Background: an optimization exercise with open tools, aiming at small area, a short achievable clock period and few clock cycles per item. Do not read the settings as production practice.
Only simulation tests tie the RTL to the original design; equivalence was not proved.
No activity file was given, so power comes from the tool's default toggle rates. No driver is modelled on the clock port, so clocking that relies on it looks cheaper here than on a real chip.

[flow/flow/run.sh]
#!/bin/bash
# Standard ORFS layout (the standard.sh, standard synthesis unchanged),
# with timing repair aiming for 7 ns of setup slack at the 10 ns clock and
# clock tree synthesis with larger sink clusters and no dummy loads.
set -euo pipefail
bash standard.sh SETUP_SLACK_MARGIN=7 \
  "CTS_ARGS=-sink_clustering_enable -repair_clock_nets -dont_use_dummy_load -sink_clustering_size 30 -sink_clustering_max_diameter 120 -buf_list sky130_fd_sc_hd__clkbuf_16" \
  finish > flow.log 2>&1
[flow/standard.sh]
#!/bin/bash
# synth_recipe.tcl (not shown) runs the flow's synth.tcl, then flattens the netlist and writes it again
# the make line also repeats each setting of config.mk as NAME=value (left out here)
make -C /OpenROAD-flow-scripts/flow DESIGN_CONFIG=/design/flow/config.mk WORK_HOME=/design/flow/orfs CLKGATE_MAP_FILE= SYNTH_SCRIPT=/design/flow/synth_recipe.tcl "${@:-finish}"
[flow/config.mk]
export PLATFORM = sky130hd
export DESIGN_NAME = rle_plane_enc
export DESIGN_NICKNAME = rle_plane_enc
export VERILOG_FILES = /design/flow/design.v
export SDC_FILE = /design/flow/constraint.sdc
export NUM_CORES = 4
export LEC_CHECK = 0
export CAP_MARGIN = 20
export CORE_MARGIN = 2
export CORE_UTILIZATION = 60
export SLEW_MARGIN = 20
[flow/constraint.sdc]
create_clock -name core_clock -period 10.0 [get_ports {clk}]
set_input_delay 2.0000 -clock core_clock [delete_from_list [all_inputs] [get_ports {clk}]]
set_output_delay 2.0000 -clock core_clock [all_outputs]
set_load 0.01 [all_outputs]
[flow/design.v]
module rle_plane_enc (
    input  wire       clk,
    input  wire       rst,
    input  wire       in_valid,
    output reg        in_ready,
    input  wire [7:0] in_data,
    input  wire       in_last,
    output reg        out_valid,
    input  wire       out_ready,
    output reg  [7:0] out_data,
    output reg        out_last
);
    localparam integer N  = 128;    
    localparam integer PW = 7;      
    localparam integer M  = 4;      
    localparam [1:0] K_RUN = 2'd0, K_SOS = 2'd1, K_NEXT = 2'd2;
    reg [7:0] wd0, wd1, wd2, wd3, wd4;
    reg       wl0, wl1, wl2, wl3, wl4;
    reg       we0, we1, we2, we3, we4;
    reg [4:0] wv;                
    reg [7:0] lastb;             
    wire acc = in_valid && in_ready;
    wire in_eq = (in_data == lastb);
    reg [6:0] scnt;       
    reg       sc0, sc124, sc125, sc126, sc127;    
    reg       srun;       
    reg [6:0] lcnt;       
    reg       lc0, lc127, lge2;                   
    reg       lone;       
    reg       cont;       
    localparam integer FD = 3;
    reg [8:0] hq [0:FD-1];
    reg [1:0] hq_wp, hq_rp;
    reg [FD-1:0] hq_t;           
    wire hq_full  = hq_t[FD-1];
    wire hq_empty = !hq_t[0];
    localparam integer CD = 8;
    reg [1:0] cq [0:CD-1];       
    reg [2:0] cq_wp, cq_rp;
    reg [CD-1:0] cq_t;           
    wire cq_full  = cq_t[CD-1];
    wire cq_empty = !cq_t[0];
    reg [9:0] rq0, rq1;          
    reg [1:0]  rq_t;             
    wire       rq_room = !rq_t[1];
    reg [9*N-1:0]  ring;        
    reg [PW-1:0]   ptr;         
    reg [PW-1:0]   dy;          
    reg [M-1:0]    dyo;         
    reg            pey;         
    reg            fa;          
    reg            clr;         
    wire       tap_tag = ring[9*N-1];
    wire [7:0] tap_dat = ring[9*N-2 -: 8];
    wire       n2_live = ring[9*(N-1)-1];
    reg [7:0] lrem;       
    reg       lz, l1;     
    reg       shortf;     
    reg       vdone;      
    reg       rb;         
    reg       eopc;       
    localparam integer OQ = 1;
    reg [8:0] oq [0:OQ-1];
    reg [0:0] oq_wp, oq_rp;
    reg [1:0] oq_n;
    reg       can_out;    
    reg  e_ok;            
    wire eq01 = we1;
    wire eq02 = we1 && we2;
    wire eq03 = we1 && we2 && we3;
    wire new_str = sc0 || !we0 || sc127;
    wire run_start = new_str && !wl0 && !wl1 && !wl2 && eq01 && eq02 && eq03;
    wire is_run = new_str ? run_start : srun;
    wire is_lit = !is_run;
    wire [6:0] c1 = scnt + 7'd1;                  
    wire b1 = !wl0 && eq01 && !sc126;             
    wire b2 = b1 && !wl1 && eq02 && !sc125;
    wire end1 = b1 && (wl1 || sc125 || !eq02);
    wire end2 = b2 && (wl2 || sc124 || !eq03);
    wire run_cont = !new_str && srun;
    wire rq_val = run_cont && end1;
    wire rq_hdr = run_cont && end2;
    wire rq_lit = is_lit;
    wire rq_any = rq_lit || rq_val || rq_hdr;
    wire [7:0] lcnt1 = {1'b0, lcnt} + 8'd1;
    wire lone1  = lc0 ? !cont : (lone && !new_str);
    wire lclose = rq_lit && (wl0 || lc127);
    wire rclose = run_start && !lc0;
    wire push   = lclose || rclose;
    wire [7:0] hdr_l = (lone1 && !lc0) ? (8'd128 + lcnt1) : lcnt1;
    wire [7:0] hdr_r = (lone && lge2) ? (8'd128 + {1'b0, lcnt}) : {1'b0, lcnt};
    wire [8:0] push_ent = rclose ? {hdr_r, 1'b0} : {hdr_l, wl0};
    wire [7:0]  w_dat = rq_hdr ? (8'd131 + {1'b0, scnt}) : wd0;
    wire [1:0]  w_kind = !rq_lit ? K_RUN : lc0 ? K_SOS : K_NEXT;
    wire [9:0]  rq_new = {w_kind, w_dat};
    wire        cpush  = rq_hdr || (rq_lit && lc0);
    wire [1:0]  c_new  = {rq_hdr, rq_hdr && wl2};
    wire adv = e_ok && (!rq_any || rq_room) && (!push || !hq_full) &&
               (!cpush || !cq_full);
    wire rq_push = adv && rq_any;
    wire [1:0] ch = cq[cq_rp];
    wire ch_run  = !cq_empty && ch[1];           
    wire ch_sos  = !cq_empty && !ch[1];          
    wire tap_any  = tap_tag;
    wire tap_live = tap_any && !clr;
    wire is_head  = tap_live && fa;
    wire head_lit = !lz;                          
    wire take_drop = is_head && head_lit && vdone;
    wire take_out  = is_head && can_out && (head_lit ? !vdone : ch_run);
    wire consume   = take_drop || take_out;
    wire skip      = is_head && !consume;
    wire fa_next = fa ? (skip ? pey : 1'b1) : pey;
    wire [1:0] rk = rq0[9:8];
    wire       rqv = rq_t[0];
    wire slot0_dead = !tap_any || consume || clr;    
    wire slot0_free = fa && (!tap_live || consume);
    wire [M-1:0] near_dead;                           
    genvar g;
    generate for (g = 0; g < M; g = g + 1) begin : gnd
        if (g == 0)
            assign near_dead[g] = 1'b0;
        else
            assign near_dead[g] = dyo[g] && !ring[9*(g-1)+8] && !clr;
    end endgenerate
    wire near_free = |near_dead;
    wire wr_ok = (rk == K_NEXT) ? (dyo[0] ? slot0_free : near_free)
                                : (slot0_free && (rk == K_RUN || !dyo[0]));
    wire write  = rqv && wr_ok;
    wire wnear  = write && (rk == K_NEXT) && !dyo[0];    
    wire [8:0] hq_head = hq[hq_rp];
    wire hdr_go = !clr && lz && !consume && can_out && !hq_empty && ch_sos &&
                  n2_live && fa_next;
    wire [7:0] hh = hq_head[8:1];
    wire h_short = hh[7] && (hh[6:0] != 7'd0);
    wire       opush = take_out || hdr_go;
    wire [7:0] odat  = hdr_go ? hh : tap_dat;
    wire       olast = hdr_go ? 1'b0 :
                       head_lit ? (eopc && (shortf || l1)) :
                       (rb && ch[0]);
    reg [9*N-1:0] ring_n;
    integer i;
    always @(*) begin
        ring_n = {ring[9*(N-1)-1:0],
                  ((write && !wnear) || (!clr && !consume && tap_tag)),
                  (slot0_dead ? rq0[7:0] : tap_dat)};
        for (i = 1; i < M; i = i + 1) begin
            if (near_dead[i])
                ring_n[9*i+7 -: 8] = rq0[7:0];
            if (wnear && dyo[i])
                ring_n[9*i+8] = 1'b1;
        end
    end
    wire [5:0] wvx = {1'b0, wv};
    wire [4:0] ld;
    generate for (g = 0; g < 5; g = g + 1) begin : gld
        if (g == 0)
            assign ld[g] = acc && (adv ? (wvx[0] && !wvx[1]) : !wvx[0]);
        else
            assign ld[g] = acc && (adv ? (wvx[g] && !wvx[g+1]) : (wvx[g-1] && !wvx[g]));
    end endgenerate
    wire [4:0] wv_n = (adv ? {1'b0, wv[4:1]} : wv) | ld;
    wire       cpop   = hdr_go || (take_out && !head_lit && rb);
    wire       rq_inc = rq_push && !write, rq_dec = write && !rq_push;
    wire       hq_inc = adv && push && !hdr_go, hq_dec = hdr_go && !(adv && push);
    wire       cq_inc = adv && cpush && !cpop, cq_dec = cpop && !(adv && cpush);
    wire wl0_n = ld[0] ? in_last : adv ? wl1 : wl0;
    wire wl1_n = ld[1] ? in_last : adv ? wl2 : wl1;
    wire wl2_n = ld[2] ? in_last : adv ? wl3 : wl2;
    wire e_ok_n = wv_n[0] && (wv_n[3] || wl0_n || (wv_n[1] && wl1_n) ||
                              (wv_n[2] && wl2_n));
    wire out_room = !out_valid || out_ready;      
    wire oq_empty = (oq_n == 2'd0);
    wire o_load_q = out_room && !oq_empty;
    wire o_load_d = out_room && oq_empty && opush;
    wire oq_push  = opush && !o_load_d;
    wire [1:0] oq_n_n = oq_n + {1'b0, oq_push} - {1'b0, o_load_q};
    reg  [8:0] o_hold;           
    wire [8:0] o_next = o_load_q ? oq[oq_rp] :
                        o_load_d ? {olast, odat} : o_hold;
    always @(posedge clk) begin
        if (ld[0]) begin wd0 <= in_data; wl0 <= in_last; we0 <= in_eq; end
        else if (adv) begin wd0 <= wd1; wl0 <= wl1; we0 <= we1; end
        if (ld[1]) begin wd1 <= in_data; wl1 <= in_last; we1 <= in_eq; end
        else if (adv) begin wd1 <= wd2; wl1 <= wl2; we1 <= we2; end
        if (ld[2]) begin wd2 <= in_data; wl2 <= in_last; we2 <= in_eq; end
        else if (adv) begin wd2 <= wd3; wl2 <= wl3; we2 <= we3; end
        if (ld[3]) begin wd3 <= in_data; wl3 <= in_last; we3 <= in_eq; end
        else if (adv) begin wd3 <= wd4; wl3 <= wl4; we3 <= we4; end
        if (ld[4]) begin wd4 <= in_data; wl4 <= in_last; we4 <= in_eq; end
        if (acc) lastb <= in_data;
        ring <= ring_n;
        if (write || !rq_t[0])
            rq0 <= rq_t[1] ? rq1 : rq_new;
        if (rq_push && (rq_t[1] ? write : (rq_t[0] && !write)))
            rq1 <= rq_new;
        if (adv && push) hq[hq_wp] <= push_ent;
        if (adv && cpush) cq[cq_wp] <= c_new;
        if (oq_push) oq[oq_wp] <= {olast, odat};
        {out_last, out_data} <= o_next;
        o_hold <= o_next;
        if (rst) begin
            wv       <= 5'd0;
            in_ready <= 1'b0;
            scnt     <= 7'd0;
            sc0      <= 1'b1;
            sc124    <= 1'b0;
            sc125    <= 1'b0;
            sc126    <= 1'b0;
            sc127    <= 1'b0;
            srun     <= 1'b0;
            lcnt     <= 7'd0;
            lc0      <= 1'b1;
            lc127    <= 1'b0;
            lge2     <= 1'b0;
            lone     <= 1'b0;
            cont     <= 1'b0;
            hq_wp    <= 2'd0;
            hq_rp    <= 2'd0;
            hq_t     <= {FD{1'b0}};
            rq_t     <= 2'd0;
            cq_wp    <= 3'd0;
            cq_rp    <= 3'd0;
            cq_t     <= {CD{1'b0}};
            e_ok     <= 1'b0;
            rb       <= 1'b0;
            ptr      <= {PW{1'b0}};
            dy       <= {PW{1'b0}};
            dyo      <= {{(M-1){1'b0}}, 1'b1};
            pey      <= 1'b0;
            fa       <= 1'b1;
            clr      <= 1'b1;
            lrem     <= 8'd0;
            lz       <= 1'b1;
            l1       <= 1'b0;
            shortf   <= 1'b0;
            vdone    <= 1'b0;
            eopc     <= 1'b0;
            out_valid <= 1'b0;
            oq_wp <= 1'b0;
            oq_rp <= 1'b0;
            oq_n     <= 2'd0;
            can_out  <= 1'b0;
        end else begin
            wv       <= wv_n;
            e_ok     <= e_ok_n;
            in_ready <= !wv_n[4];
            if (adv) begin
                scnt  <= wl0 ? 7'd0 : (new_str ? 7'd1 : c1);
                sc0   <= wl0;
                sc124 <= !wl0 && !new_str && (c1 == 7'd124);
                sc125 <= !wl0 && !new_str && (c1 == 7'd125);
                sc126 <= !wl0 && !new_str && (c1 == 7'd126);
                sc127 <= !wl0 && !new_str && (c1 == 7'd127);
                srun  <= is_run;
                if (rq_lit) begin
                    if (lclose) begin
                        lcnt  <= 7'd0;
                        lc0   <= 1'b1;
                        lc127 <= 1'b0;
                        lge2  <= 1'b0;
                        cont  <= !wl0;
                    end else begin
                        lcnt  <= lcnt1[6:0];
                        lc0   <= 1'b0;
                        lc127 <= (lcnt == 7'd126);
                        lge2  <= !lc0;
                        lone  <= lone1;
                    end
                end else if (run_start) begin
                    lcnt  <= 7'd0;
                    lc0   <= 1'b1;
                    lc127 <= 1'b0;
                    lge2  <= 1'b0;
                    cont  <= 1'b0;
                end else if (wl0) begin
                    cont <= 1'b0;
                end
            end
            if (adv && push) hq_wp <= (hq_wp == FD-1) ? 2'd0 : hq_wp + 2'd1;
            if (hdr_go) hq_rp <= (hq_rp == FD-1) ? 2'd0 : hq_rp + 2'd1;
            if (hq_inc) hq_t <= {hq_t[FD-2:0], 1'b1};
            else if (hq_dec) hq_t <= {1'b0, hq_t[FD-1:1]};
            if (rq_inc) rq_t <= {rq_t[0], 1'b1};
            else if (rq_dec) rq_t <= {1'b0, rq_t[1]};
            if (adv && cpush) cq_wp <= cq_wp + 3'd1;
            if (cpop) cq_rp <= cq_rp + 3'd1;
            if (cq_inc) cq_t <= {cq_t[CD-2:0], 1'b1};
            else if (cq_dec) cq_t <= {1'b0, cq_t[CD-1:1]};
            if (take_out && !head_lit) rb <= !rb;
            ptr <= (ptr == N-1) ? {PW{1'b0}} : ptr + 1'b1;
            if (ptr == N-1) clr <= 1'b0;
            if (write && !wnear) begin
                dy  <= {PW{1'b0}};
                dyo <= {{(M-1){1'b0}}, 1'b1};
                pey <= 1'b0;
            end else if (!write) begin
                dy  <= pey ? {PW{1'b0}} : dy + 1'b1;
                dyo <= {dyo[M-2:0], pey};
                pey <= (dy == N-2);
            end
            fa  <= fa_next;
            if (hdr_go) begin
                lrem   <= h_short ? {6'd0, hh[1:0]} : hh;
                lz     <= 1'b0;
                l1     <= !h_short && (hh == 8'd1);
                shortf <= h_short;
                vdone  <= 1'b0;
                eopc   <= hq_head[0];
            end else if (consume && head_lit) begin
                lrem  <= lrem - 8'd1;
                lz    <= l1;
                l1    <= (lrem == 8'd2);
                vdone <= shortf && !l1;
            end
            out_valid <= !out_room || o_load_q || o_load_d;
            if (oq_push) oq_wp <= 1'b0;
            if (o_load_q) oq_rp <= 1'b0;
            oq_n    <= oq_n_n;
            can_out <= (oq_n_n != OQ);
        end
    end
endmodule
==> flow_metrics.tcl, run 1 <==
set metrics [dict create \
    power.static_leakage_nw 14.5 \
    number_of_enable_flip_flop_cells_after_synthesis 136 \
    globalRouteTotalUtil 0.152 \
    outcome "finished clean" \
    final_wirelength_mm 44.0 \
    worst_path_bufs_invs 1 \
    dieHeight_um 243 \
    design.portCount 24 \
    cpPeakStageDelay_ns 0.38 \
    detail-route-antenna-nets 0 \
    io_buffer_count 23 \
    critical_path.startpoint_type "flop" \
    grt_overflow 0 \
    worst_slew_pin_slew_ns 1.01 \
    power.ir.vdd_worst_mv 0.178 \
    cts_sinks 1390 \
    p_switching_mw 1.93 \
    critPathKind "flop to output port" \
    die-area_um2 59100 \
    synthTopCellsByCount "dfxtp_1, edfxtp_1, nor2_1, nand2_1, mux2_2" \
    max-clock-path-buffers 3 \
    slew_headroom 0.325 \
    timing.final.ws_setup_ns 6.88 \
    cell_family_contributing_the_most_delay_on_the_critical_path "flip-flops" \
    routed-via-count 14581 \
    gp_congestion 0.776 \
    critical_path.slowest_cell "edfxtp_1" \
    fp.coreArea_um2 56500 \
    power.total_mw 9.25 \
    grt_start_max_net_pins 76 \
    fmax_mhz 321 \
    required_ns 8.00 \
    first_global_vias 14422 \
    synth_top_area_cell "dfxtp_1" \
    cts-buffers-inserted 52 \
    first_pass_grt_wire_length_mm 73.8 \
    fp.dieW_um 243 \
    mean_post_synth_cell_area_um2 15.8 \
    cts.root.buffer_cell "clkbuf_16" \
    drt_first_pass_iters 4 \
    slew_violations 0 \
    min-delay-path-class "flop to flop" \
    synth_top_area_frac 0.732 \
    remaining_routing_drc_violations 0 \
    power_report.internal_total_mw 7.32 \
    worst-endpoint-arrival_ns 1.12 \
    worstPathCellList "buf_2" \
    place.detailed.instances 2911 \
    start_util 0.607 \
    synth.yosys.warnings 1 \
    synth.cell_area_um2 34300 \
    switching_share 0.209 \
    relative_area_change_from_synthesis_to_final_layout_pct 9.06 \
    cap_violations 0 \
    clock_latency_ns 0.61 \
    final_cell_count_no_fill 3002 \
    period_share 0.312 \
    critPathCaptureType "output port" \
    synth_async_sr_flop_share 0 \
    layout-drive-gt1-share 0.120 \
    fp-row-count 87 \
    number_of_hold_repair_buffers_added_at_the_cts_stage 0 \
    yosysSeqAreaShare 0.851 \
    clock-skew-final_ns 0.0362 \
    nets 2280 \
    p_seq_frac 0.681 \
    power.density_nw_per_um2 248 \
    dominantRegCellSynth "dfxtp_1" \
    power.clock.fraction 0.260 \
    timing.setup.tns_ns 0 \
    share_comb_of_total_power 0.059 \
    biggest_area_contributors_in_the_synthesized_netlist "dfxtp_1, edfxtp_1, mux2_2, nor2_1, nand2_1" \
    critPathMaxFanout 1 \
    yosys_register_bits 1390 \
    cts.clk_slew.worst_paths_ns 0.11 \
    cells_after_synthesis 2171 \
    timing.final.crit_period_ns 3.12 \
    netlist-cell-type-count 77 \
    yosysMostFrequentCell "dfxtp_1" \
    drt-wirelength-per-cell_um 14.7 \
    drtIter0Drc 772 \
    dp_worst_setup_slack_ns 5.81 \
    detailed_place_hpwl_mm 25.3 \
    tritoncts "yes" \
    route.detailed.vias_per_inst 4.86 \
    htreeDepth 2 \
    synth_nets 2204 \
    rsz0062_at_grt "true" \
    hold_violations 0 \
    report.final.setup_viol 0 \
    antenna_found_initial 3 \
]
-- power by group through the flow --
stage	Sequential (mW)	Clock [mW]	Combinational, mW
3_3_place_gp	6.43	0	0.452
3_5_place_dp	6.42	0	0.464
6_report	6.30	2.40	0.545
2_1_floorplan	6.35	0	0.354
5_1_grt	6.37	2.68	0.595
4_1_cts	6.31	2.49	0.502
-- what timing repair did --
item,4_1_cts,5_1_grt
hold endpoints to repair,0,0
endpoints found under the setup margin,230,117
pin swaps,12,12
buffers inserted,18,17
resized for setup,87,33
gates cloned,3,0
-- cells in the final DEF, fill, tap and decap left out, types with 10 or more instances in the layout --
cell type / Yosys / final
dfxtp_1: 1254 / 1248
edfxtp_1: 136 / 136
nor2_1: 128 / 121
nand2_1: 94 / 91
a21oi_1: 64 / 64
clkbuf_16: 0 / 52
mux2_2: 79 / 43
o21ai_0: 45 / 42
mux2_4: 0 / 36
buf_4: 2 / 35
inv_1: 31 / 28
mux2i_1: 25 / 23
xor2_1: 21 / 20
xnor2_1: 20 / 19
ha_1: 20 / 17
nor3_1: 14 / 13
nand3_1: 13 / 13
buf_2: 9 / 11
nand4_1: 10 / 10
and3_1: 10 / 10
or3_1: 10 / 10
-- flip-flops by register name, indices dropped and copies added (netlist names), 3 cells and up, named ones only --
name and flops:
rq0 10, scnt 7, hq_t 3, dy 7
ring 1152, wd3 8, lcnt 7, dyo 4
lastb 8, hq 27, wd4 8, ptr 7
cq_t 8, cq_wp 3, wd0 8, lrem 8
wv 5, wd2 8, oq 9, rq1 10
o_hold 8, cq 16, cq_rp 3, wd1 8
-- final timing paths --
kind              cells after the start               start            endpoint  slack [ns]
setup / recovery                      1  out_last$_DFFE_PP_            out_last        6.88
hold / removal                        0  ring[1031]$_DFF_P_  ring[1040]$_DFF_P_        0.31
setup reg to reg                      8       we3$_DFFE_PP_    wd2[4]$_DFFE_PP_        7.09
hold reg to reg                       0  ring[1031]$_DFF_P_  ring[1040]$_DFF_P_        0.31
-- per-stage QoR --
step	utilization	hold slack, ns	instance area [um2]
after floorplan	-	0.310	34500
after global placement	0.628	0.311	35500
after detailed placement	0.628	0.312	35500
after CTS	0.657	0.309	37100
after global routing	0.662	0.313	37400
final	0.662	0.307	37400
-- worst register-to-register path: cells and delay by family (launching register included) --
family	cells	cell delay [ns]
and+or+nand+nor	1	0.53
muxes	2	0.65
DFF	1	0.39
buffers and inverters	2	0.39
AOI/OAI and AO/OA	3	0.68
-- routing by layer --
layer / track usage / up-vias / part of all wire
li1: - / 7316 / -
met1: 0.230 / 6987 / 0.52
met2: 0.225 / 209 / 0.42
met3: 0.0261 / 67 / 0.038
met4: 0.0449 / 2 / 0.021
met5: 0 / - / 0.00027
-- layout make-up --
type / instances / area, um2
Sequential cell: 1390 / 29200
Fill cell: 4056 / 19100
Multi-Input combinational cell: 701 / 5230
Clock buffer: 52 / 1300
Tap cell: 756 / 946
Timing Repair Buffer: 68 / 582
Inverter: 34 / 131
Antenna cell: 1 / 2.50
-- cell families after synthesis --
family	after synthesis	share of synthesized area
compound gates	189	0.0365
xor+xnor	41	0.0105
fa+ha+maj	20	0.00730
buf+inv	81	0.00985
flops	1390	0.851
mux	108	0.0359
simple gates	342	0.0487
Testbench counts, summed over its fixed seeds: cycles 56,669, bytes 55,362.
==> run 2, diff against run 1 <==
==> flow/flow/run.sh (replaced) <==
#!/bin/bash
# Standard ORFS layout (the standard.sh, standard synthesis unchanged),
# with timing repair aiming for 6.9 ns of setup slack at the 10 ns clock and
# clock tree synthesis with larger sink clusters and no dummy loads.
set -euo pipefail
bash standard.sh SETUP_SLACK_MARGIN=6.9 \
  "CTS_ARGS=-sink_clustering_enable -repair_clock_nets -dont_use_dummy_load -sink_clustering_size 30 -sink_clustering_max_diameter 120 -buf_list sky130_fd_sc_hd__clkbuf_16" \
  finish > flow.log 2>&1
==> run 2 against run 1 <==
Effect of this change: cell count is 0.60% lower; power is 0.68% lower; first-iteration DRC count is 6.6% higher; combinational power is about 10% lower; fmax is 0.23% higher; sequential power hardly changed; largest cell class unchanged.
==> flow_metrics.tcl, run 2 <==
set metrics [dict create \
    outcome "finished clean" \
    required_ns 8.00 \
    slew_headroom 0.305 \
    synth.cell_area_um2 34300 \
    worstPathCellList "buf_2" \
    synth-compound-area-share 0.0365 \
    clock-skew-final_ns 0.0539 \
    rsz0062_at_grt "true" \
    power.ir.vdd_worst_mv 0.197 \
    globalRouteTotalUtil 0.149 \
    biggest_area_contributors_in_the_synthesized_netlist "dfxtp_1, edfxtp_1, mux2_2, nor2_1, nand2_1" \
    fp.coreArea_um2 56500 \
    layout-drive-gt1-share 0.105 \
    cap_violations 0 \
    dominantRegCellSynth "dfxtp_1" \
    layout_common_cells "dfxtp_1, edfxtp_1, nor2_1, nand2_1, a21oi_1" \
    critPathMaxFanout 1 \
    register_with_the_most_flip_flops "ring" \
    yosysSeqAreaShare 0.851 \
    fmax_mhz 321 \
    critPathKind "flop to output port" \
    tritoncts "yes" \
    critical_path.startpoint_type "flop" \
    power.total_mw 9.19 \
    timing.setup.tns_ns 0 \
    number_of_enable_flip_flop_cells_after_synthesis 136 \
    final_common_cell "dfxtp_1" \
    slew_violations 0 \
    worst_slew_pin_slew_ns 1.04 \
    dieHeight_um 243 \
    fp.dieW_um 243 \
    largest_register_ffs 1152 \
    routed-via-count 14463 \
    number_of_hold_repair_buffers_added_at_the_cts_stage 0 \
    worst_path_bufs_invs 1 \
    period_share 0.311 \
    die-area_um2 59100 \
    final_wirelength_mm 43.2 \
    dp_worst_setup_slack_ns 5.83 \
    relative_area_change_from_synthesis_to_final_layout_pct 8.15 \
    report.final.setup_viol 0 \
    htreeDepth 2 \
    timing.final.ws_setup_ns 6.89 \
    cell_family_contributing_the_most_delay_on_the_critical_path "flip-flops" \
    detail-route-antenna-nets 0 \
    max-clock-path-buffers 3 \
    first_pass_grt_wire_length_mm 72.7 \
    power.static_leakage_nw 14.3 \
    synth_top_family_by_area "simple AND/OR/NAND/NOR gates" \
    grt_overflow 0 \
    critical_path.slowest_cell "edfxtp_1" \
    synth_async_sr_flop_share 0 \
    min-delay-path-class "flop to flop" \
    synth_top_area_frac 0.732 \
    cells_after_synthesis 2171 \
    cts.root.buffer_cell "clkbuf_16" \
    clock_latency_ns 0.61 \
    io_buffer_count 23 \
    yosysMostFrequentCell "dfxtp_1" \
    synth_fa_ha_area_frac 0.00730 \
    start_util 0.607 \
    fp-row-count 87 \
    cts_sinks 1390 \
    mean_post_synth_cell_area_um2 15.8 \
    first_global_vias 14380 \
    synthTopCellsByCount "dfxtp_1, edfxtp_1, nor2_1, nand2_1, mux2_2" \
    drt_first_pass_iters 5 \
    critPathCaptureType "output port" \
    hold_violations 0 \
    synthMuxAreaShare 0.0359 \
    timing.final.crit_period_ns 3.11 \
    cpPeakStageDelay_ns 0.37 \
    reg.largest.list "ring: 1152 flops, hq: 27 flops, cq: 16 flops" \
    yosys_register_bits 1390 \
    nets 2262 \
    drtIter0Drc 823 \
    synth_top_area_cell "dfxtp_1" \
    cts-buffers-inserted 52 \
    grt_start_max_net_pins 77 \
    detailed_place_hpwl_mm 25.4 \
    remaining_routing_drc_violations 0 \
    worst-endpoint-arrival_ns 1.11 \
    cts.clk_slew.worst_paths_ns 0.11 \
    finalHoldWorstSlack_ns 0.324 \
    synth_simple_gate_area_share 0.0487 \
    route.detailed.vias_per_inst 4.85 \
    design.portCount 24 \
    gp_congestion 0.801 \
    synth_nets 2204 \
    antenna_found_initial 1 \
    power.density_nw_per_um2 248 \
    drt-wirelength-per-cell_um 14.5 \
    synth_xor_area_frac 0.0105 \
    synth.yosys.warnings 1 \
    netlist-cell-type-count 77 \
]
-- run 2: through the flow --
stage	instances	cell area, um2	utilization
after floorplan	2171	34500	-
after global placement	2910	35400	0.627
after detailed placement	2910	35500	0.628
after CTS	2974	37000	0.654
after global routing	2983	37100	0.656
final	2984	37100	0.656
-- run 2: power breakdown --
part / total (mW) / internal, mW / switching, mW
Combinational: 0.488 / 0.214 / 0.275
Sequential: 6.30 / 6.13 / 0.171
Clock: 2.40 / 0.938 / 1.46
-- run 2: worst paths after layout --
kind	start	end	slack, ns	cells after the start
setup reg to reg	we3$_DFFE_PP_	wd2[7]$_DFFE_PP_	6.99	8
setup / recovery	o_hold[6]$_DFFE_PP_	out_data[6]	6.89	1
hold / removal	ring[872]$_DFF_P_	ring[881]$_DFF_P_	0.32	0
hold reg to reg	ring[872]$_DFF_P_	ring[881]$_DFF_P_	0.32	0
-- run 2: cells by family (layout without fill, tap and decap cells) --
kind of cell               after synthesis  after routing
DFF                                   1390           1390
xor gates and xnor gates                41             41
adders and majority gates               20             20
buffers and inverters                   81            137
muxes                                  108            108
other                                    0              1
AOI/OAI and AO/OA                      189            189
and+or+nand+nor                        342            342
-- run 2: final cells by class --
| type | instances | area [um2] |
|---|---|---|
| Antenna cell | 1 | 2.50 |
| Clock buffer | 52 | 1300 |
| Fill cell | 4034 | 19400 |
| Inverter | 34 | 131 |
| Multi-Input combinational cell | 700 | 5050 |
| Sequential cell | 1390 | 29200 |
| Tap cell | 756 | 946 |
| Timing Repair Buffer | 51 | 450 |
-- run 2: worst register-to-register path, cell delays in order, from the launching register on --
cell and delay (ns):
edfxtp_1 0.46, or3b_2 0.53, nand4_1 0.24, o2111ai_1 0.19, a21oi_2 0.20, buf_6 0.25, mux2i_2 0.34, buf_6 0.22
mux2_2 0.35
-- run 2: what timing repair did --
item | 4_1_cts | 5_1_grt
gates cloned | 2 | 0
pin swaps | 7 | 6
buffers inserted | 10 | 9
resized for setup | 78 | 14
endpoints found under the setup margin | 203 | 109
-- run 2: metal layers --
| layer | vias to the layer above | global-route usage | part of all wire |
|---|---|---|---|
| met1 | 6929 | 0.225 | 0.53 |
| met3 | 70 | 0.0232 | 0.036 |
| met4 | 0 | 0.0480 | 0.025 |
| li1 | 7275 | - | - |
| met5 | - | 0 | 0 |
| met2 | 189 | 0.222 | 0.41 |
==> run 3, diff against run 2 <==
==> flow/flow/run.sh (replaced) <==
#!/bin/bash
# Standard ORFS layout (the standard.sh, standard synthesis unchanged),
# with timing repair aiming for 6.9 ns of setup slack at the 10 ns clock and
# clock tree synthesis with larger sink clusters and no dummy loads.
set -euo pipefail
bash standard.sh SETUP_SLACK_MARGIN=6.9 \
  "CTS_ARGS=-sink_clustering_enable -repair_clock_nets -dont_use_dummy_load -sink_clustering_size 30 -sink_clustering_max_diameter 120 -sink_clustering_levels 1 -buf_list sky130_fd_sc_hd__clkbuf_16" \
  finish > flow.log 2>&1
==> run 3 against run 2 <==
Effect of this change: fmax unchanged; worst hold slack unchanged; synthesized area unchanged; clock-buffer cell count did not move; wire length is the same; first-iteration DRC count did not move; cell count unchanged; power unchanged; critical endpoint unchanged.
==> flow_metrics.tcl, run 3 <==
set metrics [dict create \
    final_wirelength_mm 43.2 \
    multiInputGateArea_um2 5050 \
    rsz0062_at_grt "true" \
    final-seq-area_um2 29200 \
    yosys_register_bits 1390 \
    p_switching_mw 1.91 \
    fp.dieW_um 243 \
    tritoncts "yes" \
    layout_common_cells "dfxtp_1, edfxtp_1, nor2_1, nand2_1, a21oi_1" \
    power.static_leakage_nw 14.3 \
    synth_top_area_frac 0.732 \
    fp.coreArea_um2 56500 \
    first_global_vias 14380 \
    share_comb_of_total_power 0.053 \
    dominantRegCellSynth "dfxtp_1" \
    worst_r2r_path_depth 8 \
    timing.final.crit_period_ns 3.11 \
    largest_register_ffs 1152 \
    switching_share 0.208 \
    first_pass_grt_wire_length_mm 72.7 \
    gp_congestion 0.801 \
    fp-row-count 87 \
    period_share 0.311 \
    holdPathEnd "ring[881]$_DFF_P_" \
    layout-drive-gt1-share 0.105 \
    remaining_routing_drc_violations 0 \
    start_util 0.607 \
    cells_after_synthesis 2171 \
    routed-via-count 14463 \
    worst_slew_pin_slew_ns 1.04 \
    cap_violations 0 \
    r2r_start "we3$_DFFE_PP_" \
    number_of_enable_flip_flop_cells_after_synthesis 136 \
    r2r_end "wd2[7]$_DFFE_PP_" \
    cts-buffers-inserted 52 \
    regToRegSetupSlack_ns 6.99 \
    critPathCaptureType "output port" \
    drtIter0Drc 823 \
    synth.cell_area_um2 34300 \
    worstPathCellList "buf_2" \
    clock-skew-final_ns 0.0539 \
    power.total_mw 9.19 \
    grt_overflow 0 \
    reg.largest.list "ring: 1152 flops, hq: 27 flops, cq: 16 flops" \
    p_seq_frac 0.686 \
    power.clock.fraction 0.261 \
    drt-wirelength-per-cell_um 14.5 \
    biggest_area_contributors_in_the_synthesized_netlist "dfxtp_1, edfxtp_1, mux2_2, nor2_1, nand2_1" \
    grt_start_max_net_pins 77 \
    fmax_mhz 321 \
    clock_latency_ns 0.61 \
    cts.root.buffer_cell "clkbuf_16" \
    finalHoldWorstSlack_ns 0.324 \
    synth_top_area_cell "dfxtp_1" \
    globalRouteTotalUtil 0.149 \
    design.portCount 24 \
    hp-start "ring[872]$_DFF_P_" \
    timing.setup.tns_ns 0 \
    final_common_cell "dfxtp_1" \
    htreeDepth 2 \
    yosysMostFrequentCell "dfxtp_1" \
    grt.met3_usage 0.0232 \
    detail-route-antenna-nets 0 \
    critical_path.startpoint_type "flop" \
    synth_nets 2204 \
    power.density_nw_per_um2 248 \
    min-delay-path-class "flop to flop" \
    globalRoute.busiestLayer "met1" \
    register_with_the_most_flip_flops "ring" \
    dieHeight_um 243 \
    cell_family_contributing_the_most_delay_on_the_critical_path "flip-flops" \
    outcome "finished clean" \
    synthTopCellsByCount "dfxtp_1, edfxtp_1, nor2_1, nand2_1, mux2_2" \
    netlist-cell-type-count 77 \
    critical_path.slowest_cell "edfxtp_1" \
    mean_post_synth_cell_area_um2 15.8 \
    power_report.internal_total_mw 7.28 \
    cts.clk_slew.worst_paths_ns 0.11 \
    detailed_place_hpwl_mm 25.4 \
    critPathMaxFanout 1 \
    die-area_um2 59100 \
    worst-endpoint-arrival_ns 1.11 \
    slew_headroom 0.305 \
    required_ns 8.00 \
    relative_area_change_from_synthesis_to_final_layout_pct 8.15 \
    route.detailed.vias_per_inst 4.85 \
    hold_violations 0 \
    grt_use_met2 0.222 \
    io_buffer_count 23 \
    cpPeakStageDelay_ns 0.37 \
    max-clock-path-buffers 3 \
    worstHoldPathCells 0 \
    nets 2262 \
    power.ir.vdd_worst_mv 0.197 \
    worst_path_bufs_invs 1 \
    critPathKind "flop to output port" \
    number_of_hold_repair_buffers_added_at_the_cts_stage 0 \
    yosysSeqAreaShare 0.851 \
    global_route_met1_utilization 0.225 \
    synth.yosys.warnings 1 \
    synth_async_sr_flop_share 0 \
    drt_first_pass_iters 5 \
    final.fill_count 4034 \
    antenna_found_initial 1 \
    report.final.setup_viol 0 \
    utilization 0.656 \
    cts_sinks 1390 \
    slew_violations 0 \
]
## run 3: cell counts after synthesis
Identical to the previous run, type by type.
## run 3: cells by family after synthesis
kind of cell,after synthesis,synth area share
AOI/OAI and AO/OA,189,0.0365
xor gates and xnor gates,41,0.0105
adders and majority gates,20,0.00730
buffers and inverters,81,0.00985
DFF,1390,0.851
muxes,108,0.0359
and+or+nand+nor,342,0.0487
## run 3: repair_timing
item,4_1_cts,5_1_grt
pin swaps,7,6
endpoints found under the setup margin,203,109
buffers inserted,10,9
resized for setup,78,14
hold endpoints to repair,0,0
cloned,2,0
## run 3: worst max path at each step
stage                        start                 end  cells past startpoint
2_1_floorplan            out_ready  can_out$_SDFF_PP0_                     10
3_3_place_gp             out_ready  can_out$_SDFF_PP0_                      9
3_5_place_dp             out_ready  can_out$_SDFF_PP0_                      9
4_1_cts        o_hold[6]$_DFFE_PP_         out_data[6]                      1
5_1_grt        o_hold[6]$_DFFE_PP_         out_data[6]                      1
6_report       o_hold[6]$_DFFE_PP_         out_data[6]                      1
## run 3: cell type report
type | instances | area share
repair buffers | 51 | 0.0121
diodes | 1 | 0.0000675
inverters | 34 | 0.00354
multi-input cells | 700 | 0.136
clock buffers | 52 | 0.0351
well taps | 756 | 0.0255
flip-flops and latches | 1390 | 0.787
## run 3: per-stage QoR
stage | worst slack (ns) | std cells | instance area [um2]
3_5_place_dp | 5.83 | 2910 | 35500
3_3_place_gp | 5.85 | 2910 | 35400
4_1_cts | 6.83 | 2974 | 37000
5_1_grt | 6.82 | 2983 | 37100
6_report | 6.89 | 2984 | 37100
2_1_floorplan | 6.56 | 2171 | 34500
## run 3: power by group through the flow
stage / registers, mW / clock network, mW / logic [mW]
2_1_floorplan: 6.35 / 0 / 0.353
5_1_grt: 6.37 / 2.67 / 0.536
3_5_place_dp: 6.42 / 0 / 0.464
6_report: 6.30 / 2.40 / 0.488
4_1_cts: 6.31 / 2.49 / 0.476
3_3_place_gp: 6.43 / 0 / 0.453
## run 3: routing by layer
layer | wire length (um) | share of wire
met1 | 22700 | 0.53
met2 | 17800 | 0.41
met3 | 1550 | 0.036
met4 | 1100 | 0.025
met5 | 0 | 0
==> run 4, diff against run 3 <==
==> flow/flow/run.sh (replaced) <==
#!/bin/bash
# Standard ORFS layout (the standard.sh, standard synthesis unchanged),
# with timing repair aiming for 6.9 ns of setup slack at the 10 ns clock and
# clock tree synthesis with larger sink clusters and no dummy loads.
set -euo pipefail
bash standard.sh SETUP_SLACK_MARGIN=6.9 \
  "CTS_ARGS=-sink_clustering_enable -repair_clock_nets -dont_use_dummy_load -sink_clustering_size 30 -sink_clustering_max_diameter 80 -buf_list sky130_fd_sc_hd__clkbuf_16" \
  finish > flow.log 2>&1
--- a/flow/config.mk
+++ b/flow/config.mk
@@ -6,4 +6,5 @@
 export NUM_CORES = 4
 export LEC_CHECK = 0
+export ABC_AREA = 1
 export CAP_MARGIN = 20
 export CORE_MARGIN = 2
==> run 4 against run 3 <==
Effect of this change: global-route usage rose by 0.081 points; largest cell class unchanged; first-iteration DRC count rose by 15%; synthesized area fell by 0.15%; flip-flop and latch count did not move; synthesized cell count rose by 12%; still clean; power rose by 1.0%; critical path type unchanged; wire length rose by 1.6%; core utilization fell by 0.31 points; worst hold slack got worse by 0.014 ns.
==> flow_metrics.tcl, run 4 <==
set metrics [dict create \
    min-delay-path-class "flop to flop" \
    critical_path.startpoint_type "flop" \
    dr.max_layer_used "met4" \
    tritoncts "yes" \
    power.ir.vdd_worst_mv 0.201 \
    drtIter0Drc 945 \
    critical_path.slowest_cell "edfxtp_1" \
    worst_r2r_path_depth 11 \
    drt_first_pass_iters 5 \
    die-area_um2 59000 \
    report.final.setup_viol 0 \
    start_util 0.607 \
    routed-via-count 15246 \
    synth_async_sr_flop_share 0 \
    layout-drive-gt1-share 0.0614 \
    synth.cell_area_um2 34200 \
    max-clock-path-buffers 3 \
    critPathMaxFanout 1 \
    fmax_mhz 316 \
    register_with_the_most_flip_flops "ring" \
    timing.final.ws_setup_ns 6.84 \
    number_of_enable_flip_flop_cells_after_synthesis 136 \
    worstHoldPathCells 0 \
    detailed_place_hpwl_mm 25.9 \
    period_share 0.316 \
    worst_path_bufs_invs 1 \
    dp_worst_setup_slack_ns 5.67 \
    cpPeakStageDelay_ns 0.40 \
    nets 2510 \
    relative_area_change_from_synthesis_to_final_layout_pct 7.58 \
    cts_sinks 1390 \
    fp.dieW_um 243 \
    cells_after_synthesis 2424 \
    reg.largest.list "ring: 1152 flops, hq: 27 flops, cq: 16 flops" \
    worst_slew_pin_slew_ns 0.789 \
    grt_overflow 0 \
    critPathCaptureType "output port" \
    synthTopCellsByCount "dfxtp_1, nand2_1, inv_1, o21ai_0, edfxtp_1" \
    place_area_um2 35200 \
    first_global_vias 14773 \
    dominantRegCellSynth "dfxtp_1" \
    slew_headroom 0.472 \
    layout_common_cells "dfxtp_1, nand2_1, o21ai_0, inv_1, edfxtp_1" \
    cts.clk_slew.worst_paths_ns 0.10 \
    cap_violations 0 \
    first_pass_grt_wire_length_mm 73.3 \
    antenna_cells 0 \
    drt-wirelength-per-cell_um 13.6 \
    critPathKind "flop to output port" \
    regToRegSetupSlack_ns 7.12 \
    required_ns 8.00 \
    final.fill_count 4227 \
    yosysSeqAreaShare 0.853 \
    synth_nets 2457 \
    cell_family_contributing_the_most_delay_on_the_critical_path "flip-flops" \
    synth.yosys.warnings 1 \
    detail-route-antenna-nets 0 \
    slew_violations 0 \
    holdPathEnd "ring[998]$_DFF_P_" \
    dieHeight_um 243 \
    outcome "finished clean" \
    timing.setup.tns_ns 0 \
    met3RoutedLength_mm 1.69 \
    fp-row-count 87 \
    power.total_mw 9.29 \
    final_wirelength_mm 43.9 \
    clock-skew-final_ns 0.0721 \
    biggest_area_contributors_in_the_synthesized_netlist "dfxtp_1, edfxtp_1, nand2_1, o21ai_0, inv_1" \
    yosysMostFrequentCell "dfxtp_1" \
    largest_register_ffs 1152 \
    antenna_found_initial 0 \
    r2r_end "cq[6][1]$_DFFE_PP_" \
    design_area_um2 36800 \
    synth_top_area_cell "dfxtp_1" \
    rsz0062_at_grt "true" \
    final_common_cell "dfxtp_1" \
    timing.final.crit_period_ns 3.16 \
    worstPathCellList "buf_2" \
    synth_top_area_frac 0.733 \
    remaining_routing_drc_violations 0 \
    dr_wl_met2_mm 18.4 \
    r2r_start "we0$_DFFE_PP_" \
    utilization 0.653 \
    clock_latency_ns 0.63 \
    hold_violations 0 \
    gp_congestion 0.787 \
    route.detailed.vias_per_inst 4.72 \
    fp.coreArea_um2 56400 \
    design.portCount 24 \
    cts.root.buffer_cell "clkbuf_16" \
    globalRouteTotalUtil 0.150 \
    m1WireLength_mm 22.7 \
    power.static_leakage_nw 14.8 \
    mean_post_synth_cell_area_um2 14.1 \
    hp-start "ring[989]$_DFF_P_" \
    cts-buffers-inserted 54 \
    htreeDepth 2 \
    worst-endpoint-arrival_ns 1.16 \
    io_buffer_count 23 \
    yosys_register_bits 1390 \
    power.density_nw_per_um2 252 \
    netlist-cell-type-count 49 \
    grt_start_max_net_pins 46 \
]
[run 4: cell count changes in the layout (fill, tap and decap cells not counted), sizes merged, moves of 14 or more]
cell | before | now
nand3 | 13 | 50
mux2 | 79 | 0
buf | 39 | 25
or2 | 1 | 15
nor2 | 129 | 105
inv | 33 | 142
mux2i | 25 | 0
o21ai | 49 | 157
nand2 | 94 | 307
[run 4: area by class of cell]
| cell class | count | area, um2 | share of cell area |
|---|---|---|---|
| multi-input combinational | 846 | 4460 | 0.121 |
| tap | 756 | 946 | 0.0257 |
| timing repair inverter | 1 | 7.51 | 0.000204 |
| sequential | 1390 | 29200 | 0.793 |
| inverter | 147 | 569 | 0.0155 |
| timing repair buffer | 37 | 307 | 0.00832 |
| clock buffer | 54 | 1350 | 0.0367 |
[run 4: worst max-delay path by stage]
stage,start,endpoint,slack (ns),depth (start not counted)
after floorplan,out_ready,can_out$_SDFF_PP0_,6.91,9
after global placement,rst,dyo[0]$_SDFFE_PP1N_,5.74,6
after detailed placement,rst,dyo[0]$_SDFFE_PP1N_,5.67,6
after CTS,o_hold[7]$_DFFE_PP_,out_data[7],6.76,1
after global routing,o_hold[7]$_DFFE_PP_,out_data[7],6.77,1
final,o_hold[7]$_DFFE_PP_,out_data[7],6.84,1
[run 4: per-layer routing]
metal / GRT usage / vias up
met5: 0 / -
met4: 0.0449 / 0
met3: 0.0250 / 75
met2: 0.229 / 224
met1: 0.222 / 7130
li1: - / 7817
[run 4: kinds of logic (layout without fill, tap and decap cells)]
logic type | after synthesis | count (layout) | share of synthesized area
AOI/OAI and AO/OA | 260 | 260 | 0.0413
xor gates and xnor gates | 38 | 38 | 0.00972
adders and majority gates | 20 | 20 | 0.00731
buffers and inverters | 190 | 239 | 0.0225
DFF | 1390 | 1390 | 0.853
and+or+nand+nor | 526 | 528 | 0.0666
[run 4: what timing repair did]
action,CTS,global route
setup endpoints to repair,216,123
hold buffers,0,0
resized for setup,70,13
setup buffers,7,4
gates cloned,2,1
pin swaps,2,4
[run 4: report_power, final]
group          leakage [nW]  switching [mW]  total, mW  internal [mW]
logic                  2.59           0.276      0.421          0.145
clock network         0.665            1.47       2.44          0.970
registers              11.6           0.184       6.43           6.24
[run 4: metrics by stage]
step / hold WS, ns / cells
after floorplan: 0.310 / 2424
after global placement: 0.310 / 3163
after detailed placement: 0.312 / 3163
after CTS: 0.298 / 3226
after global routing: 0.304 / 3231
final: 0.310 / 3231
==> run 5, diff against run 4 <==
--- a/flow/config.mk
+++ b/flow/config.mk
@@ -6,5 +6,4 @@
 export NUM_CORES = 4
 export LEC_CHECK = 0
-export ABC_AREA = 1
 export CAP_MARGIN = 20
 export CORE_MARGIN = 2
==> run 5 against run 4 <==
Effect of this change: cell count is 7.6% lower; clock-buffer cell count up 1; die area rose by 0.14%; combinational power up 16%; power is 0.38% lower; critical path type unchanged; highest routed layer unchanged.
==> flow_metrics.tcl, run 5 <==
set metrics [dict create \
    outcome "finished clean" \
    route.detailed.vias_per_inst 4.89 \
    fp-row-count 87 \
    layout-drive-gt1-share 0.106 \
    final_wirelength_mm 43.5 \
    worstPathCellList "buf_2" \
    cts_sinks 1390 \
    critical_path.startpoint_type "flop" \
    cts.clk_slew.worst_paths_ns 0.10 \
    design_area_um2 37200 \
    first_global_vias 14427 \
    reg.largest.list "ring: 1152 flops, hq: 27 flops, cq: 16 flops" \
    min-delay-path-class "flop to flop" \
    hold_violations 0 \
    antenna_found_initial 1 \
    detail-route-antenna-nets 0 \
    dominantRegCellSynth "dfxtp_1" \
    globalRouteTotalUtil 0.151 \
    yosysSeqAreaShare 0.851 \
    netlist-cell-type-count 77 \
    detailed_place_hpwl_mm 25.4 \
    synth.cell_area_um2 34300 \
    clock_latency_ns 0.64 \
    regToRegSetupSlack_ns 6.99 \
    htreeDepth 2 \
    relative_area_change_from_synthesis_to_final_layout_pct 8.37 \
    fp.coreArea_um2 56500 \
    critPathMaxFanout 1 \
    max-clock-path-buffers 3 \
    dieHeight_um 243 \
    grt_overflow 0 \
    register_with_the_most_flip_flops "ring" \
    worstHoldPathCells 0 \
    nets 2263 \
    worst_r2r_path_depth 8 \
    period_share 0.308 \
    synth_top_area_cell "dfxtp_1" \
    start_util 0.607 \
    synthTopCellsByCount "dfxtp_1, edfxtp_1, nor2_1, nand2_1, mux2_2" \
    cells_after_synthesis 2171 \
    drt-wirelength-per-cell_um 14.6 \
    critPathKind "flop to output port" \
    place_area_um2 35500 \
    synth_nets 2204 \
    report.final.setup_viol 0 \
    cell_family_contributing_the_most_delay_on_the_critical_path "flip-flops" \
    first_pass_grt_wire_length_mm 73.2 \
    critPathCaptureType "output port" \
    number_of_hold_repair_buffers_added_at_the_cts_stage 0 \
    final.fill_count 4014 \
    drtIter0Drc 812 \
    largest_register_ffs 1152 \
    worst_slew_pin_slew_ns 1.03 \
    clock-skew-final_ns 0.0763 \
    power.total_mw 9.25 \
    final_common_cell "dfxtp_1" \
    slew_headroom 0.313 \
    critical_path.slowest_cell "edfxtp_1" \
    worst-endpoint-arrival_ns 1.08 \
    yosys_register_bits 1390 \
    fp.dieW_um 243 \
    cts-buffers-inserted 55 \
    fmax_mhz 325 \
    routed-via-count 14596 \
    biggest_area_contributors_in_the_synthesized_netlist "dfxtp_1, edfxtp_1, mux2_2, nor2_1, nand2_1" \
    timing.critical_path.depth 1 \
    synth_async_sr_flop_share 0 \
    mean_post_synth_cell_area_um2 15.8 \
    rsz0062_at_grt "true" \
    design.portCount 24 \
    timing.final.crit_period_ns 3.08 \
    drt_first_pass_iters 5 \
    yosysMostFrequentCell "dfxtp_1" \
    tritoncts "yes" \
    grt_start_max_net_pins 77 \
    required_ns 8.00 \
    worst_path_bufs_invs 1 \
    power.density_nw_per_um2 249 \
    cap_violations 0 \
    utilization 0.658 \
    remaining_routing_drc_violations 0 \
    die-area_um2 59100 \
    power.static_leakage_nw 14.4 \
    cpPeakStageDelay_ns 0.37 \
    timing.setup.tns_ns 0 \
    cts.root.buffer_cell "clkbuf_16" \
    layout_common_cells "dfxtp_1, edfxtp_1, nor2_1, nand2_1, a21oi_1" \
    synth_top_area_frac 0.732 \
    gp_congestion 0.801 \
    io_buffer_count 23 \
    slew_violations 0 \
    synth.yosys.warnings 1 \
    power.ir.vdd_worst_mv 0.193 \
    number_of_enable_flip_flop_cells_after_synthesis 136 \
]
run 5: cell types whose count changed in the layout (fill, tap and decap cells not counted), sizes merged, moves of 25 or more:
cell	change
mux2	+79
inv	-109
o21ai	-107
nand3	-37
nand2	-213
mux2i	+25
run 5: cells by family (layout without fill, tap and decap cells):
group / Yosys count / count (layout) / share of synthesized area
flops: 1390 / 1390 / 0.851
simple gates: 342 / 342 / 0.0487
compound gates: 189 / 190 / 0.0365
mux: 108 / 108 / 0.0359
buf+inv: 81 / 137 / 0.00985
xor+xnor: 41 / 41 / 0.0105
fa+ha+maj: 20 / 20 / 0.00730
other cells: 0 / 1 / 0
run 5: final timing paths:
check                       from                 to
max          o_hold[6]$_DFFE_PP_        out_data[6]
min            ring[990]$_DFF_P_  ring[999]$_DFF_P_
max reg2reg        we3$_DFFE_PP_   wd2[7]$_DFFE_PP_
min reg2reg    ring[990]$_DFF_P_  ring[999]$_DFF_P_
run 5: report_power, final:
part | internal [mW] | switching, mW | leakage, nW
Clock | 0.986 | 1.47 | 0.678
Sequential | 6.13 | 0.171 | 11.5
Combinational | 0.211 | 0.278 | 2.17
run 5: repair_timing:
action	CTS	global route
pin swaps	6	8
gates cloned	3	0
gates resized for setup	80	17
setup buffers	9	7
setup endpoints to repair	198	87
run 5: area by class of cell:
type	count	area, um2	share of cell area
Tap cell	756	946	0.0255
Timing Repair Buffer	48	415	0.0112
Multi-Input combinational cell	701	5090	0.137
Inverter	34	131	0.00354
Sequential cell	1390	29200	0.786
Antenna cell	1	2.50	0.0000673
Clock buffer	55	1380	0.0370
run 5: per-layer routing:
| metal | global-route usage | vias up | wire length (um) |
|---|---|---|---|
| met5 | 0 | - | 0 |
| met4 | 0.0449 | 0 | 1080 |
| met3 | 0.0292 | 76 | 1800 |
| met2 | 0.222 | 205 | 18100 |
| met1 | 0.227 | 7020 | 22500 |
| li1 | - | 7295 | - |
run 5: through the flow:
step / hold WS, ns / std cells / setup slack (ns)
after global placement: 0.311 / 2910 / 5.85
final: 0.273 / 2985 / 6.92
after detailed placement: 0.312 / 2910 / 5.83
after floorplan: 0.310 / 2171 / 6.56
after CTS: 0.282 / 2977 / 6.86
after global routing: 0.279 / 2984 / 6.84
==> run 6, diff against run 5 <==
==> flow/flow/run.sh (replaced) <==
#!/bin/bash
# Standard ORFS layout (the standard.sh, standard synthesis unchanged),
# with timing repair aiming for 6.9 ns of setup slack at the 10 ns clock and
# clock tree synthesis with larger sink clusters and no dummy loads.
set -euo pipefail
bash standard.sh SETUP_SLACK_MARGIN=6.9 \
  "CTS_ARGS=-sink_clustering_enable -repair_clock_nets -dont_use_dummy_load -sink_clustering_size 35 -sink_clustering_max_diameter 80 -buf_list sky130_fd_sc_hd__clkbuf_16" \
  finish > flow.log 2>&1
==> run 6 against run 5 <==
Effect of this change: register-to-register slack hardly changed; combinational power about the same; clock skew is 0.026 ns lower; worst setup slack improved by 0.012 ns; critical path depth did not move; synthesized area unchanged; clock-buffer cell count fell by 6; wire length down 0.72%; flip-flop and latch count is the same; synthesized cell count unchanged; critical path type unchanged; highest routed layer unchanged.
==> flow_metrics.tcl, run 6 <==
set metrics [dict create \
    outcome "finished clean" \
    critPathCaptureType "output port" \
    relative_area_change_from_synthesis_to_final_layout_pct 7.89 \
    yosys_register_bits 1390 \
    dieHeight_um 243 \
    detailed_place_hpwl_mm 25.4 \
    critical_path.endpoint "out_data[6]" \
    cts.clk_slew.worst_paths_ns 0.12 \
    globalRouteTotalUtil 0.149 \
    critPathMaxFanout 1 \
    worst_slew_pin_slew_ns 1.01 \
    final_common_cell "dfxtp_1" \
    detail-route-antenna-nets 0 \
    synth_async_sr_flop_share 0 \
    antenna_found_initial 1 \
    min-delay-path-class "flop to flop" \
    dominantRegCellSynth "dfxtp_1" \
    cpPeakStageDelay_ns 0.36 \
    report.final.setup_viol 0 \
    critical_path.startpoint_type "flop" \
    first_global_vias 14323 \
    final_wirelength_mm 43.2 \
    layout-drive-gt1-share 0.104 \
    clock-skew-final_ns 0.0503 \
    cts_sinks 1390 \
    htreeDepth 2 \
    yosysMostFrequentCell "dfxtp_1" \
    cap_violations 0 \
    reg.largest.list "ring: 1152 flops, hq: 27 flops, cq: 16 flops" \
    worstHoldPathCells 0 \
    power.density_nw_per_um2 247 \
    hold_violations 0 \
    critical_path.slowest_cell "edfxtp_1" \
    cells_after_synthesis 2171 \
    first_pass_grt_wire_length_mm 72.7 \
    power.ir.vdd_worst_mv 0.207 \
    fp-row-count 87 \
    fp.dieW_um 243 \
    worst-endpoint-arrival_ns 1.07 \
    fp.coreArea_um2 56500 \
    io_buffer_count 23 \
    synth_nets 2204 \
    drt_first_pass_iters 5 \
    slew_headroom 0.327 \
    timing.final.crit_period_ns 3.07 \
    worst_r2r_path_depth 8 \
    routed-via-count 14458 \
    place_area_um2 35500 \
    worst_path_bufs_invs 1 \
    start_util 0.607 \
    biggest_area_contributors_in_the_synthesized_netlist "dfxtp_1, edfxtp_1, mux2_2, nor2_1, nand2_1" \
    nets 2254 \
    grt_overflow 0 \
    slew_violations 0 \
    required_ns 8.00 \
    r2r_start "we3$_DFFE_PP_" \
    grt_start_max_net_pins 77 \
    cts-buffers-inserted 49 \
    timing.setup.tns_ns 0 \
    max-clock-path-buffers 3 \
    cts.root.buffer_cell "clkbuf_16" \
    worstPathCellList "buf_2" \
    design.portCount 24 \
    power.static_leakage_nw 14.3 \
    fmax_mhz 326 \
    tritoncts "yes" \
    gp_congestion 0.801 \
    largest_register_ffs 1152 \
    layout_common_cells "dfxtp_1, edfxtp_1, nor2_1, nand2_1, a21oi_1" \
    number_of_hold_repair_buffers_added_at_the_cts_stage 0 \
    clock_latency_ns 0.61 \
    period_share 0.307 \
    synth.yosys.warnings 1 \
    number_of_enable_flip_flop_cells_after_synthesis 136 \
    synth.cell_area_um2 34300 \
    synth_top_area_frac 0.732 \
    remaining_routing_drc_violations 0 \
    cell_family_contributing_the_most_delay_on_the_critical_path "flip-flops" \
    mean_post_synth_cell_area_um2 15.8 \
    drtIter0Drc 810 \
    critPathKind "flop to output port" \
    synthTopCellsByCount "dfxtp_1, edfxtp_1, nor2_1, nand2_1, mux2_2" \
    register_with_the_most_flip_flops "ring" \
    r2r_end "wd2[7]$_DFFE_PP_" \
    regToRegSetupSlack_ns 6.99 \
    yosysSeqAreaShare 0.851 \
    netlist-cell-type-count 77 \
    synth_top_area_cell "dfxtp_1" \
    design_area_um2 37000 \
    rsz0062_at_grt "true" \
    timing.critical_path.depth 1 \
    drt-wirelength-per-cell_um 14.5 \
    die-area_um2 59100 \
    route.detailed.vias_per_inst 4.86 \
    setup.worst_path.start "o_hold[6]$_DFFE_PP_" \
]
-- run 6: cell families after synthesis --
family,Yosys count,share of synthesized area
compound gates,189,0.0365
xor+xnor,41,0.0105
fa+ha+maj,20,0.00730
buf+inv,81,0.00985
flops,1390,0.851
mux,108,0.0359
simple gates,342,0.0487
-- run 6: report_power, final --
part / total [mW] / internal (mW) / switching, mW
clock network: 2.34 / 0.887 / 1.45
logic: 0.490 / 0.211 / 0.280
registers: 6.30 / 6.13 / 0.171
-- run 6: layout make-up --
cell class	instances	area, um2
timing repair buffer	45	384
sequential	1390	29200
multi-input combinational	701	5100
fill	4032	19500
inverter	34	131
clock buffer	49	1230
antenna	1	2.50
tap	756	946
-- run 6: layer usage --
layer | share of wire | vias up | routed length [um] | GRT usage
met5 | 0 | - | 0 | 0
met4 | 0.025 | 0 | 1100 | 0.0487
met3 | 0.039 | 80 | 1700 | 0.0248
met2 | 0.42 | 203 | 17900 | 0.221
met1 | 0.52 | 6916 | 22400 | 0.224
li1 | - | 7259 | - | -
-- run 6: worst register-to-register path, cell delays in order, from the launching register on --
cell and delay, ns:
edfxtp_1 0.44, or3b_2 0.53, nand4_1 0.24, o2111ai_1 0.19
a21oi_2 0.22, buf_8 0.23, mux2i_2 0.34, buf_6 0.23
mux2_2 0.35
-- run 6: stage by stage --
| step | util | hold slack, ns | cells | power (mW) | setup slack, ns |
|---|---|---|---|---|---|
| final | 0.655 | 0.304 | 2976 | 9.13 | 6.93 |
| after global routing | 0.655 | 0.314 | 2975 | 9.51 | 6.85 |
| after CTS | 0.653 | 0.306 | 2969 | 9.22 | 6.87 |
| after detailed placement | 0.628 | 0.312 | 2910 | 6.89 | 5.83 |
| after global placement | 0.627 | 0.311 | 2910 | 6.88 | 5.85 |
| after floorplan | - | 0.310 | 2171 | 6.71 | 6.56 |
-- run 6: how the worst min path moves through the flow --
stage          slack (ns)                from            endpoint
5_1_grt              0.31   ring[332]$_DFF_P_   ring[341]$_DFF_P_
4_1_cts              0.31  ring[1128]$_DFF_P_  ring[1137]$_DFF_P_
2_1_floorplan        0.31   ring[991]$_DFF_P_  ring[1000]$_DFF_P_
3_5_place_dp         0.31   ring[176]$_DFF_P_   ring[185]$_DFF_P_
3_3_place_gp         0.31   ring[872]$_DFF_P_   ring[881]$_DFF_P_
6_report             0.30  ring[1128]$_DFF_P_  ring[1137]$_DFF_P_
-- run 6: timing repair --
| item | in CTS | in global routing |
|---|---|---|
| resized for setup | 80 | 18 |
| endpoints found under the setup margin | 202 | 71 |
| setup buffers | 7 | 6 |
| cloned | 3 | 0 |
| hold endpoints to repair | 0 | 0 |
| pin swaps | 5 | 6 |
==> run 7, diff against run 6 <==
==> flow/flow/run.sh (replaced) <==
#!/bin/bash
# Standard ORFS layout (the standard.sh, standard synthesis unchanged),
# with timing repair aiming for 7.1 ns of setup slack at the 10 ns clock and
# clock tree synthesis with larger sink clusters and no dummy loads.
set -euo pipefail
bash standard.sh SETUP_SLACK_MARGIN=7.1 \
  "CTS_ARGS=-sink_clustering_enable -repair_clock_nets -dont_use_dummy_load -sink_clustering_size 30 -sink_clustering_max_diameter 80 -buf_list sky130_fd_sc_hd__clkbuf_16" \
  finish > flow.log 2>&1
==> run 7 against run 6 <==
Effect of this change: worst hold slack gained 0.0074 ns; clock skew down 0.0032 ns; core utilization increased by 1.1 points; fmax is 1.5% lower; final area up 1.6%; wire length grew 1.3%; non-clock buffer count is 31 higher; sequential power about the same; critical endpoint is now out_data[2]; largest power group unchanged.
==> flow_metrics.tcl, run 7 <==
set metrics [dict create \
    grt_use_met2 0.220 \
    synth_async_sr_flop_share 0 \
    power.clock.fraction 0.262 \
    worst-endpoint-arrival_ns 1.11 \
    first_pass_grt_wire_length_mm 72.6 \
    detail-route-antenna-nets 0 \
    cts-buffers-inserted 54 \
    cpPeakStageDelay_ns 0.38 \
    antenna_found_initial 0 \
    globalRouteTotalUtil 0.149 \
    final_wirelength_mm 43.7 \
    synthTopCellsByCount "dfxtp_1, edfxtp_1, nor2_1, nand2_1, mux2_2" \
    p_switching_mw 1.93 \
    fp-row-count 87 \
    rsz0062_at_grt "true" \
    biggest_area_contributors_in_the_synthesized_netlist "dfxtp_1, edfxtp_1, mux2_2, nor2_1, nand2_1" \
    number_of_enable_flip_flop_cells_after_synthesis 136 \
    power_report.internal_total_mw 7.36 \
    reg.largest.list "ring: 1152 flops, hq: 27 flops, cq: 16 flops" \
    p_seq_frac 0.679 \
    power.density_nw_per_um2 247 \
    fp.dieW_um 243 \
    synth_top_area_frac 0.732 \
    critPathCaptureType "output port" \
    power.ir.vdd_worst_mv 0.182 \
    power.static_leakage_nw 14.6 \
    register_with_the_most_flip_flops "ring" \
    fmax_mhz 321 \
    mean_post_synth_cell_area_um2 15.8 \
    drt-wirelength-per-cell_um 14.5 \
    routed-via-count 14545 \
    route.detailed.vias_per_inst 4.83 \
    globalRoute.busiestLayer "met1" \
    timing.final.crit_period_ns 3.11 \
    critPathMaxFanout 1 \
    number_of_hold_repair_buffers_added_at_the_cts_stage 0 \
    grt_start_max_net_pins 76 \
    cts.clk_slew.worst_paths_ns 0.10 \
    netlist-cell-type-count 77 \
    synth.yosys.warnings 1 \
    period_share 0.311 \
    die-area_um2 59100 \
    antenna_cells 0 \
    largest_register_ffs 1152 \
    htreeDepth 2 \
    required_ns 8.00 \
    worstPathCellList "buf_2" \
    drtIter0Drc 621 \
    remaining_routing_drc_violations 0 \
    outcome "finished clean" \
    report.final.setup_viol 0 \
    utilization 0.665 \
    final_common_cell "dfxtp_1" \
    max-clock-path-buffers 3 \
    design.portCount 24 \
    critical_path.startpoint_type "flop" \
    synth_nets 2204 \
    clock_latency_ns 0.62 \
    final_cell_count_no_fill 3010 \
    critical_path.slowest_cell "edfxtp_1" \
    place.detailed.instances 2911 \
    grt.met3_usage 0.0231 \
    timing.setup.tns_ns 0 \
    layout_common_cells "dfxtp_1, edfxtp_1, nor2_1, nand2_1, a21oi_1" \
    slew_violations 0 \
    switching_share 0.208 \
    start_util 0.607 \
    grt_overflow 0 \
    yosysSeqAreaShare 0.851 \
    relative_area_change_from_synthesis_to_final_layout_pct 9.62 \
    layout-drive-gt1-share 0.126 \
    cts.root.buffer_cell "clkbuf_16" \
    clock-skew-final_ns 0.0471 \
    first_global_vias 14332 \
    detailed_place_hpwl_mm 25.4 \
    fp.coreArea_um2 56500 \
    global_route_met1_utilization 0.229 \
    tritoncts "yes" \
    share_comb_of_total_power 0.059 \
    timing.final.ws_setup_ns 6.89 \
    cts_sinks 1390 \
    yosysMostFrequentCell "dfxtp_1" \
    io_buffer_count 23 \
    worst_slew_pin_slew_ns 0.989 \
    worst_path_bufs_invs 1 \
    dominantRegCellSynth "dfxtp_1" \
    cells_after_synthesis 2171 \
    gp_congestion 0.773 \
    drt_first_pass_iters 6 \
    power.total_mw 9.29 \
    critPathKind "flop to output port" \
    dp_worst_setup_slack_ns 5.82 \
    yosys_register_bits 1390 \
    dieHeight_um 243 \
    synth_top_area_cell "dfxtp_1" \
    min-delay-path-class "flop to flop" \
    nets 2289 \
    slew_headroom 0.340 \
    cap_violations 0 \
    hold_violations 0 \
    synth.cell_area_um2 34300 \
    cell_family_contributing_the_most_delay_on_the_critical_path "flip-flops" \
]
-- run 7: what timing repair did --
action,in CTS,in global routing
pin swaps,18,17
setup buffers,27,16
gates resized for setup,97,43
cloned,2,0
endpoints found under the setup margin,239,133
-- run 7: per-layer routing --
layer | vias up | share of wire
li1 | 7335 | -
met1 | 6970 | 0.52
met2 | 168 | 0.42
met3 | 72 | 0.035
met4 | 0 | 0.024
met5 | - | 0
-- run 7: cell families after synthesis --
family	Yosys count	share of synthesized area
AO/OA/AOI/OAI	189	0.0365
adder cells (fa/ha/maj)	20	0.00730
XOR/XNOR	41	0.0105
AND/OR/NAND/NOR	342	0.0487
multiplexers	108	0.0359
flip-flops	1390	0.851
buffers and inverters	81	0.00985
-- run 7: power by group through the flow --
stage          logic (mW)  registers [mW]  clock network, mW
2_1_floorplan       0.359            6.35                  0
3_3_place_gp        0.455            6.43                  0
3_5_place_dp        0.467            6.42                  0
4_1_cts             0.510            6.31               2.52
5_1_grt             0.601            6.37               2.71
6_report            0.549            6.31               2.43
-- run 7: final cells by class --
cell class	count	area [um2]
Multi-Input combinational cell	700	5290
Inverter	34	138
Sequential cell	1390	29200
Clock buffer	54	1350
Timing Repair Buffer	76	666
Tap cell	756	946
Fill cell	3956	18900
-- run 7: worst register-to-register path, stage by stage (launching register included) --
cell,delay (ns)
edfxtp_1,0.40
buf_4,0.13
buf_4,0.11
nand4bb_4,0.17
o31ai_4,0.38
o21ai_2,0.18
a21oi_4,0.18
buf_6,0.20
mux2i_4,0.35
buf_6,0.19
mux2_4,0.30
-- run 7: path summary, 6_finish.rpt --
kind                                          start            endpoint  slack [ns]  cells past startpoint
worst min-delay path             ring[1072]$_DFF_P_  ring[1081]$_DFF_P_        0.31                      0
worst min register to register   ring[1072]$_DFF_P_  ring[1081]$_DFF_P_        0.31                      0
worst max register to register        we2$_DFFE_PP_    wd2[6]$_DFFE_PP_        7.15                     10
worst max-delay path            o_hold[2]$_DFFE_PP_         out_data[2]        6.89                      1
-- run 7: metrics by stage --
stage          hold WS (ns)  cell area (um2)
4_1_cts               0.307            37300
5_1_grt               0.323            37600
3_3_place_gp          0.310            35500
3_5_place_dp          0.312            35500
2_1_floorplan         0.310            34500
6_report              0.311            37600

==> static timing again, ports no longer ideal <==
No port has a modelled driver above. Below, the same layouts with a new extraction and two added sets of constraints. Step 1 sets driving cells, clkbuf_16 on the clock port and buf_2 on the other inputs (assumed; they add their load-dependent delay and slew). Step 2 times the ports against the registers' clock, not the clock port: input delays grow and output delays shrink by t, the midpoint of the rising clock arrivals with the driver on. Three values: ideal ports, drivers, drivers and shift; two values: the first two.
run	shift t [ns]	setup slack, ns	worst hold slack (ns)	worst setup path after step 2	worst slew at a driven data input, ns
run 1	0.653	6.882 / 6.825 / 6.423	0.307 / 0.307 / 0.307	input to register	0.03
run 2	0.647	6.889 / 6.830 / 6.417	0.324 / 0.324 / 0.324	input to register	0.03
run 3	0.647	6.889 / 6.830 / 6.417	0.324 / 0.324 / 0.324	input to register	0.03
run 4	0.651	6.840 / 6.784 / 6.335	0.310 / 0.310 / 0.310	input to register	0.04
run 5	0.661	6.919 / 6.860 / 6.395	0.273 / 0.273 / 0.273	input to register	0.03
run 6	0.649	6.931 / 6.873 / 6.332	0.304 / 0.304 / 0.304	input to register	0.03
run 7	0.656	6.885 / 6.825 / 6.471	0.311 / 0.311 / 0.311	input to register	0.04
After both steps every run listed still meets setup and hold. For run 6, which loses most, drivers alone change the setup slack by -0.058 ns; drivers and shift together by -0.599 ns.
